Context: an optimization exercise on an open-source flow, tuned for small area, a short achievable clock period and few clock cycles. The choices shown serve that exercise and are no tape-out recipe.
The RTL was checked by simulation tests, not by an equivalence proof against the original design.
Power and IR drop assume default switching activity.

==> design/flow/design.v <==
module gf2_isirr (
    input  wire        clk,
    input  wire        rst,
    input  wire        start,
    input  wire [63:0] f,
    input  wire [5:0]  n,
    output wire        busy,
    output reg         done,
    output reg         err,
    output reg         irr,
    output reg  [6:0]  missed
);
    localparam integer KD = 8;      
    localparam integer J  = 2;      
    localparam integer T  = 4;      
    localparam integer NQ = 64 / KD;
    localparam [3:0] S_IDLE  = 4'd0,
                     S_CHECK = 4'd1,
                     S_GCD0  = 4'd2,
                     S_DINIT = 4'd3,
                     S_SQ    = 4'd4,
                     S_GCD1  = 4'd5,
                     S_DIVS  = 4'd6,
                     S_DIV   = 4'd7,
                     S_DEG   = 4'd8,
                     S_CNT   = 4'd9;
    reg [3:0]  st;
    reg        bsy;
    reg [63:0] F;            
    reg [63:0] A, B;         
    reg [63:0] H;            
    reg [5:0]  nr;           
    reg [7:0]  dl;           
    reg [5:0]  m;            
    reg [3:0]  kq;           
    reg [3:0]  cnt;          
    reg [5:0]  dd;           
    reg [5:0]  t;            
    reg [6:0]  r;            
    assign busy = bsy;
    function [5:0] deg64;
        input [63:0] v;
        integer i;
        begin
            deg64 = 6'd0;
            for (i = 0; i < 64; i = i + 1)
                if (v[i]) deg64 = i[5:0];
        end
    endfunction
    wire [5:0] deg_f = deg64(F);
    function [135:0] gstep;       
        input [63:0] a;
        input [63:0] b;
        input [7:0]  dlt;
        reg          sw;
        reg [63:0]   a1, bx;
        reg [7:0]    d1;
        reg [2:0]    s;
        integer      i;
        begin
            sw = b[0] & dlt[7];
            a1 = sw ? b : a;
            bx = b[0] ? (a ^ b) : b;
            d1 = sw ? (8'd0 - dlt) : dlt;
            s  = T[2:0];
            for (i = T - 1; i >= 1; i = i - 1)
                if (bx[i]) s = i[2:0];
            gstep = {d1 - {5'd0, s}, a1, bx >> s};
        end
    endfunction
    reg [63:0] ga, gb;
    reg [7:0]  gd;
    integer    gj;
    always @* begin
        ga = A; gb = B; gd = dl;
        for (gj = 0; gj < J; gj = gj + 1)
            {gd, ga, gb} = gstep(ga, gb, gd);
    end
    reg [KD-1:0]   q;
    reg [KD+63:0]  qf;
    integer        mi, mj;
    always @* begin
        for (mi = 0; mi < KD; mi = mi + 1) begin
            q[mi] = A[mi];
            for (mj = 0; mj < mi; mj = mj + 1)
                q[mi] = q[mi] ^ (q[mj] & F[mi - mj]);
        end
        qf = {(KD+64){1'b0}};
        for (mi = 0; mi < KD; mi = mi + 1)
            qf = qf ^ ({{KD{1'b0}}, F & {64{q[mi]}}} << mi);
    end
    wire [127:0] wx   = {B, A} ^ {{(64-KD){1'b0}}, qf};
    wire [127:0] wsh  = {{KD{1'b0}}, wx[127:KD]};
    wire [127:0] wdiv = {q, wx[127:KD]};
    reg [127:0] sp;
    integer si;
    always @* begin
        sp = 128'd0;
        for (si = 0; si < 64; si = si + 1)
            sp[2*si] = H[si];
    end
    wire [3:0]  kq_of_m  = {1'b0, m[5:3]} + {3'd0, |m[2:0]};    
    wire [63:0] onek     = 64'd1 << {kq[2:0] - 3'd1, 3'b111};   
    wire [5:0]  m_n      = F[0] ? nr : nr - 6'd1;               
    wire [3:0]  kq_n     = {1'b0, m_n[5:3]} + {3'd0, |m_n[2:0]};
    wire [5:0]  kn1      = {kq_n[2:0] - 3'd1, 3'b111};          
    wire [5:0]  dd1      = dd + 6'd1;
    wire        more     = ({dd1, 1'b0} <= {1'b0, m});          
    wire [4:0]  cnt2     = {kq, 1'b0} - {1'b0, kq_of_m};
    wire [6:0]  rfin     = r + {6'd0, (m != 6'd0)};
    always @(posedge clk) begin
        if (rst) begin
            st     <= S_IDLE;
            bsy    <= 1'b0;
            done   <= 1'b0;
            err    <= 1'b0;
            irr    <= 1'b0;
            missed <= 7'd0;
        end else begin
            done <= 1'b0;
            case (st)
                S_IDLE: begin
                    F  <= f;
                    A  <= f;
                    B  <= (f & 64'hAAAAAAAAAAAAAAAA) >> 1;
                    nr <= n;
                    if (start) begin
                        st  <= S_CHECK;
                        bsy <= 1'b1;
                    end
                end
                S_CHECK: begin
                    if (nr == 6'd0 || deg_f != nr) begin
                        done <= 1'b1; err <= 1'b1; irr <= 1'b0; missed <= 7'd0;
                        st <= S_IDLE; bsy <= 1'b0;
                    end else if (B == 64'd0 || (!A[0] && !B[0])) begin
                        done <= 1'b1; err <= 1'b0; irr <= 1'b0; missed <= 7'd0;
                        st <= S_IDLE; bsy <= 1'b0;
                    end else begin
                        if (!A[0]) begin
                            A  <= B;
                            B  <= A;
                            dl <= 8'd1;
                        end else begin
                            dl <= 8'hFF;
                        end
                        st <= S_GCD0;
                    end
                end
                S_GCD0: begin
                    if (B == 64'd0) begin
                        if (A == 64'd1) begin
                            st <= S_DINIT;
                        end else begin
                            done <= 1'b1; err <= 1'b0; irr <= 1'b0; missed <= 7'd0;
                            st <= S_IDLE; bsy <= 1'b0;
                        end
                    end else begin
                        A <= ga; B <= gb; dl <= gd;
                    end
                end
                S_DINIT: begin
                    if (!F[0]) F <= F >> 1;
                    m  <= m_n;
                    r  <= F[0] ? 7'd0 : 7'd1;
                    kq <= kq_n;
                    dd <= 6'd1;
                    if (m_n < 6'd2) begin
                        done <= 1'b1; err <= 1'b0;
                        irr    <= ((F[0] ? 7'd0 : 7'd1) + {6'd0, m_n != 6'd0}) == 7'd1;
                        missed <= (F[0] ? 7'd0 : 7'd1) + {6'd0, m_n != 6'd0};
                        st <= S_IDLE; bsy <= 1'b0;
                    end else begin
                        {B, A} <= 128'd1 << {kn1, 1'b0};
                        cnt <= kq_n;
                        st  <= S_SQ;
                    end
                end
                S_SQ: begin
                    {B, A} <= wsh;
                    cnt    <= cnt - 4'd1;
                    if (cnt == 4'd1) begin
                        H  <= wsh[63:0];
                        A  <= F;
                        B  <= wsh[63:0] ^ onek;
                        dl <= {1'b0, kq, 3'b000} - 8'd1 - {2'b0, m};
                        st <= S_GCD1;
                    end
                end
                S_GCD1: begin
                    if (B == 64'd0) begin
                        if (A == 64'd1) begin
                            dd <= dd1;
                            if (more) begin
                                {B, A} <= sp;
                                cnt    <= kq;
                                st     <= S_SQ;
                            end else begin
                                done <= 1'b1; err <= 1'b0;
                                irr <= (rfin == 7'd1); missed <= rfin;
                                st <= S_IDLE; bsy <= 1'b0;
                            end
                        end else begin
                            st <= S_DIVS;
                        end
                    end else begin
                        A <= ga; B <= gb; dl <= gd;
                    end
                end
                S_DIVS: begin
                    F   <= A;
                    A   <= F;
                    B   <= 64'd0;
                    cnt <= NQ[3:0];
                    st  <= S_DIV;
                end
                S_DIV: begin
                    {B, A} <= wdiv;
                    cnt    <= cnt - 4'd1;
                    if (cnt == 4'd1) begin
                        F  <= wdiv[127:64];
                        st <= S_DEG;
                    end
                end
                S_DEG: begin
                    t  <= m - deg_f;
                    m  <= deg_f;
                    st <= S_CNT;
                end
                S_CNT: begin
                    r <= r + 7'd1;
                    t <= t - dd;
                    if (t == dd) begin
                        dd <= dd1;
                        if (more) begin
                            {B, A} <= sp;
                            cnt    <= cnt2[3:0];
                            kq     <= kq_of_m;
                            st     <= S_SQ;
                        end else begin
                            done <= 1'b1; err <= 1'b0;
                            irr <= ((r + 7'd1 + {6'd0, (m != 6'd0)}) == 7'd1);
                            missed <= r + 7'd1 + {6'd0, (m != 6'd0)};
                            st <= S_IDLE; bsy <= 1'b0;
                        end
                    end
                end
                default: begin
                    st <= S_IDLE; bsy <= 1'b0;
                end
            endcase
        end
    end
endmodule
==> design/flow/run.sh <==
#!/bin/bash
# synth_recipe.tcl (not shown) runs the flow's synth.tcl, then flattens the netlist and writes it again
# the make line also repeats each setting of config.mk as NAME=value (left out here)
make -C /OpenROAD-flow-scripts/flow DESIGN_CONFIG=/design/flow/config.mk WORK_HOME=/design/flow/orfs CLKGATE_MAP_FILE= SYNTH_SCRIPT=/design/flow/synth_recipe.tcl finish
==> design/flow/config.mk <==
export PLATFORM = sky130hd
export DESIGN_NAME = gf2_isirr
export DESIGN_NICKNAME = gf2_isirr
export VERILOG_FILES = /design/flow/design.v
export SDC_FILE = /design/flow/constraint.sdc
export NUM_CORES = 8
export LEC_CHECK = 0
export CAP_MARGIN = 20
export CORE_MARGIN = 2
export CORE_UTILIZATION = 30
export PLACE_DENSITY = 0.5
export SLEW_MARGIN = 20
==> design/flow/constraint.sdc <==
create_clock -name core_clock -period 12.0 [get_ports {clk}]
set_input_delay 2.4000 -clock core_clock [delete_from_list [all_inputs] [get_ports {clk}]]
set_output_delay 2.4000 -clock core_clock [all_outputs]
set_load 0.01 [all_outputs]
==> run_results.csv <==
group,metric,value,unit
run_status,status,"finished clean",
sta,rsz0062_at_grt,"false",
worst_setup_path,arrival,7.83,ns
global_route,globalRoute.totalOverflow,0,
worst_hold_path,holdCritPathClass,"register to register",
worst_setup_path,crit_path_max_fanout,63,
worst_setup_path,cp_slowest_cell,"buf_4",
logic_synthesis,avgSynthCellArea,7.739,µm²
sta,tightestPinTransition,1.176,ns
final_layout,nets,4647,
floorplan,die_height,355.9,µm
routing,wirelength,203300,µm
routing,drt-vias-per-instance,6.489,
floorplan,core_area,0.1233,mm²
power,cellPowerDensity,246.1,mW/mm²
clock_network,cts_tree,"done",
sta,setup_viol,0,
clock_network,postCtsSetupRepairBufs,0,
logic_synthesis,synth_edf_count,303,
logic_synthesis,ys_types,96,
global_route,antenna_found_initial,10,
final_layout,fillCellCount,13110,
clock_network,cts.sinks,318,
sta,max_freq,134.1,MHz
clock_network,root_buffer,"clkbuf_16",
clock_network,htree_levels,2,
worst_setup_path,crit_path_cell_trace,"buf_4 -> buf_4 -> and3_1 -> a22o_2 -> buf_4 -> nor2_4 -> inv_4 -> buf_4 -> mux2i_2 -> xor2_1 -> a211oi_4 -> a21oi_4 -> inv_2 -> buf_4 -> mux2i_1 -> o22ai_1 -> mux2_2 -> a21oi_1 -> o21ai_0",
power,peakVddDrop,0.1598,mV
floorplan,initial_core_util,30.13,%
routing,ant_nets,0,
floorplan,std_cell_rows,129,
worst_setup_path,timing.reg2reg.setup_slack,4.54,ns
place,io_buffers,83,
worst_setup_path,reg2reg_depth,19,
worst_setup_path,worstSetupStartpointType,"register",
routing,drtIter0Drc,7461,
place,place_area,0.03920,mm²
routing,drc_errors,0,
worst_setup_path,crit_family,"buffers and inverters",
worst_setup_path,critPathBufInv,7,
worst_setup_path,slowest_delay,0.71,ns
worst_setup_path,crit_path_frequent_cell,"buf_4",
logic_synthesis,synth_nets,4924,
final_layout,finalNonFillerCells,6207,
clock_network,clk_pin_slew,0.06,ns
worst_setup_path,critPathRequiredTime,12.38,ns
logic_synthesis,seq_area_frac_synth,25.30,%
clock_network,cts_resized,0,
worst_setup_path,timing.rr.start,"B[0]",
worst_setup_path,worstSetupEndpointType,"register",
final_layout,drive_gt1_share,7.809,%
final_layout,final_common_cell,"nand2_1",
final_layout,layout_common_cells,"788 x nand2_1, 522 x xnor2_1, 365 x nor2_1, 303 x edfxtp_1, 295 x o21ai_0",
final_layout,fin_area,0.04074,mm²
global_route,grt_max_degree,96,
logic_synthesis,ys_ff_latch,318,
place,gp_congestion,1.021,
routing,via_count,40280,
clock_network,cts_buffers,46,
routing,first_pass_iters,14,
routing,detail_route.wl_per_cell,32.75,µm
place,dpl.hpwl,140100,µm
final_layout,post-route-util,33.04,%
floorplan,io_pins,84,
clock_network,cts.path.max_buffers,3,
run,drv_cap,0,
sta,final-hold-violation-count,0,
global_route,grt_pass1_wl,285500,µm
place,dp.cells,6113,
worst_setup_path,critPathKind,"register to register",
worst_setup_path,r2r_end,"B[59]",
final_layout,syn_to_final_growth,9.665,%
floorplan,die_area,0.1267,mm²
clock_network,worstSkewPairLatency,0.67,ns
sta,timing.setup.tns,0,ns
sta,slew_headroom,21.58,%
sta,min_period,7.455,ns
sta,timing.final.crit_share,62.13,%
worst_hold_path,hold_end,"missed[1]",
worst_hold_path,min_path_cells,2,
logic_synthesis,synth_area,0.03715,mm²
logic_synthesis,ys_warn_count,1,
floorplan,die_w,355.9,µm
power,leakage,14.06,nW
clock_network,hold_buffers,0,
worst_hold_path,hp-start,"missed[1]",
logic_synthesis,ys.flop_type,"edfxtp_1",
sta,finClkSkew,0.05095,ns
logic_synthesis,synthCells,4801,
global_route,grt_pass1_vias,36950,
sta,report.final.slew_viol_count,0,
global_route,grt_usage,30.90,%
logic_synthesis,async_flop_share,0,%
==> metrics by stage <==
step | hold WS, ns | total power [mW] | worst slack, ns
5_1_grt | 0.5155 | 10.23 | 4.117
3_3_place_gp | 0.4490 | 8.231 | 4.723
3_5_place_dp | 0.4785 | 8.251 | 4.677
4_1_cts | 0.4862 | 9.696 | 4.603
2_1_floorplan | 0.4244 | 5.987 | 4.113
6_report | 0.4749 | 10.03 | 4.545
==> worst max-delay path by stage <==
| stage | startpoint | endpoint | slack, ns | cells past startpoint |
|---|---|---|---|---|
| after floorplan | rst | F[10] | 4.11 | 2 |
| after global placement | B[0] | dl[6] | 4.72 | 20 |
| after detailed placement | B[0] | dl[7] | 4.68 | 25 |
| after CTS | B[0] | dl[6] | 4.60 | 20 |
| after global routing | B[0] | dl[6] | 4.12 | 20 |
| final | B[0] | B[59] | 4.54 | 19 |
==> state kept, by name, summed over array words and instances, names as in the netlist, 7 cells and up <==
| signal | cells |
|---|---|
| A | 64 |
| dl | 8 |
| B | 64 |
| missed | 7 |
| F | 64 |
| r | 7 |
| H | 64 |
==> routing by layer <==
| layer | global-route usage, % | vias up | part of all wire [%] |
|---|---|---|---|
| met1 | 39.37 | 19400 | 38 |
| met5 | 0.9811 | - | 0.096 |
| met4 | 20.53 | 12 | 8.0 |
| li1 | - | 16950 | - |
| met2 | 44.05 | 3218 | 40 |
| met3 | 10.26 | 698 | 14 |
==> worst register-to-register path, cell delays in order, from the launching register on <==
cell and delay [ns]:
edfxtp_1 0.32, buf_4 0.41, buf_4 0.71, and3_1 0.32, a22o_2 0.14, buf_4 0.63
nor2_4 0.14, inv_4 0.23, buf_4 0.62, mux2i_2 0.49, xor2_1 0.19, a211oi_4 0.56
a21oi_4 0.12, inv_2 0.65, buf_4 0.54, mux2i_1 0.24, o22ai_1 0.15, mux2_2 0.32
a21oi_1 0.26, o21ai_0 0.13
==> synth_stat cells (30+ instances only) <==
cell	number	share of area (%)
a21oi_1	261	3.5
nor3_1	69	0.93
mux2_2	30	0.91
a222oi_1	159	4.3
a211oi_1	53	1.1
edfxtp_1	303	24
o221ai_1	57	1.3
nand2_1	791	8.0
a31oi_1	33	0.56
nor4_1	72	1.2
xor2_1	110	2.6
o211ai_1	66	1.3
mux2i_1	212	5.7
clkbuf_1	378	3.8
o21ai_0	297	4.0
nand3_1	150	2.0
a221oi_1	55	1.3
xnor2_1	523	12
nor2_1	377	3.8
ha_1	44	1.5
buf_1	108	1.1
buf_2	39	0.53
inv_1	93	0.94
nand4_1	30	0.51
==> area by class of cell <==
cell class	count	area, µm²	share of cell area, %
inverter	95	359.1	0.8813
timing repair buffer	209	1789	4.391
multi-input combinational	3854	25600	62.84
tap	1637	2048	5.027
clock buffer	58	1259	3.089
clock inverter	25	259.0	0.6357
antenna	11	27.53	0.06756
sequential	318	9399	23.07
==> power by group <==
part	leakage, nW	internal [mW]	switching (mW)
sequential	2.99	1.51	0.276
combinational	10.3	2.25	4.55
clock	0.739	0.829	0.610
total	14.1	4.59	5.44
==> logic make-up (layout without fill, tap and decap cells) <==
kind of cell	after synthesis	count (layout)	share of synthesized area, %
other	0	11	0
XOR/XNOR	643	643	15.39
flip-flops	318	318	25.30
buffers and inverters	629	387	6.614
multiplexers	271	271	8.355
adder cells (fa/ha/maj)	50	50	1.805
AND/OR/NAND/NOR	1662	1662	19.61
AO/OA/AOI/OAI	1228	1228	22.93
Testbench counts, summed over its fixed seeds: cycles 74,594.

[port drivers added, routing unchanged]
No port has a modelled driver above. Below, the same layout with a new extraction and two added sets of constraints.
Step 1: set_driving_cell puts a clkbuf_16 on clk and a buf_2 on each other input, an assumption about the parent block.
Step 2 adds t to the input delays and takes it off the output delays; t is the mean of the earliest and latest rising clock arrival at the registers after step 1. Input paths then give back, and output paths get back, about the clock's delay inside the block.
a / b / c = ideal ports / drivers / drivers and shift; a / b = the first two.
t, ns: 0.714
setup WS [ns]: 4.545 / 4.545 / 4.545
hold WS [ns]: 0.475 / 0.475 / 0.475
latest minus earliest clock arrival (ns): 0.051 / 0.051
worst slew at a driven data input, ns: 0.08
After both steps this run still meets setup and hold. For this run, drivers alone change the setup slack by 0.000 ns; drivers and shift together by 0.000 ns.
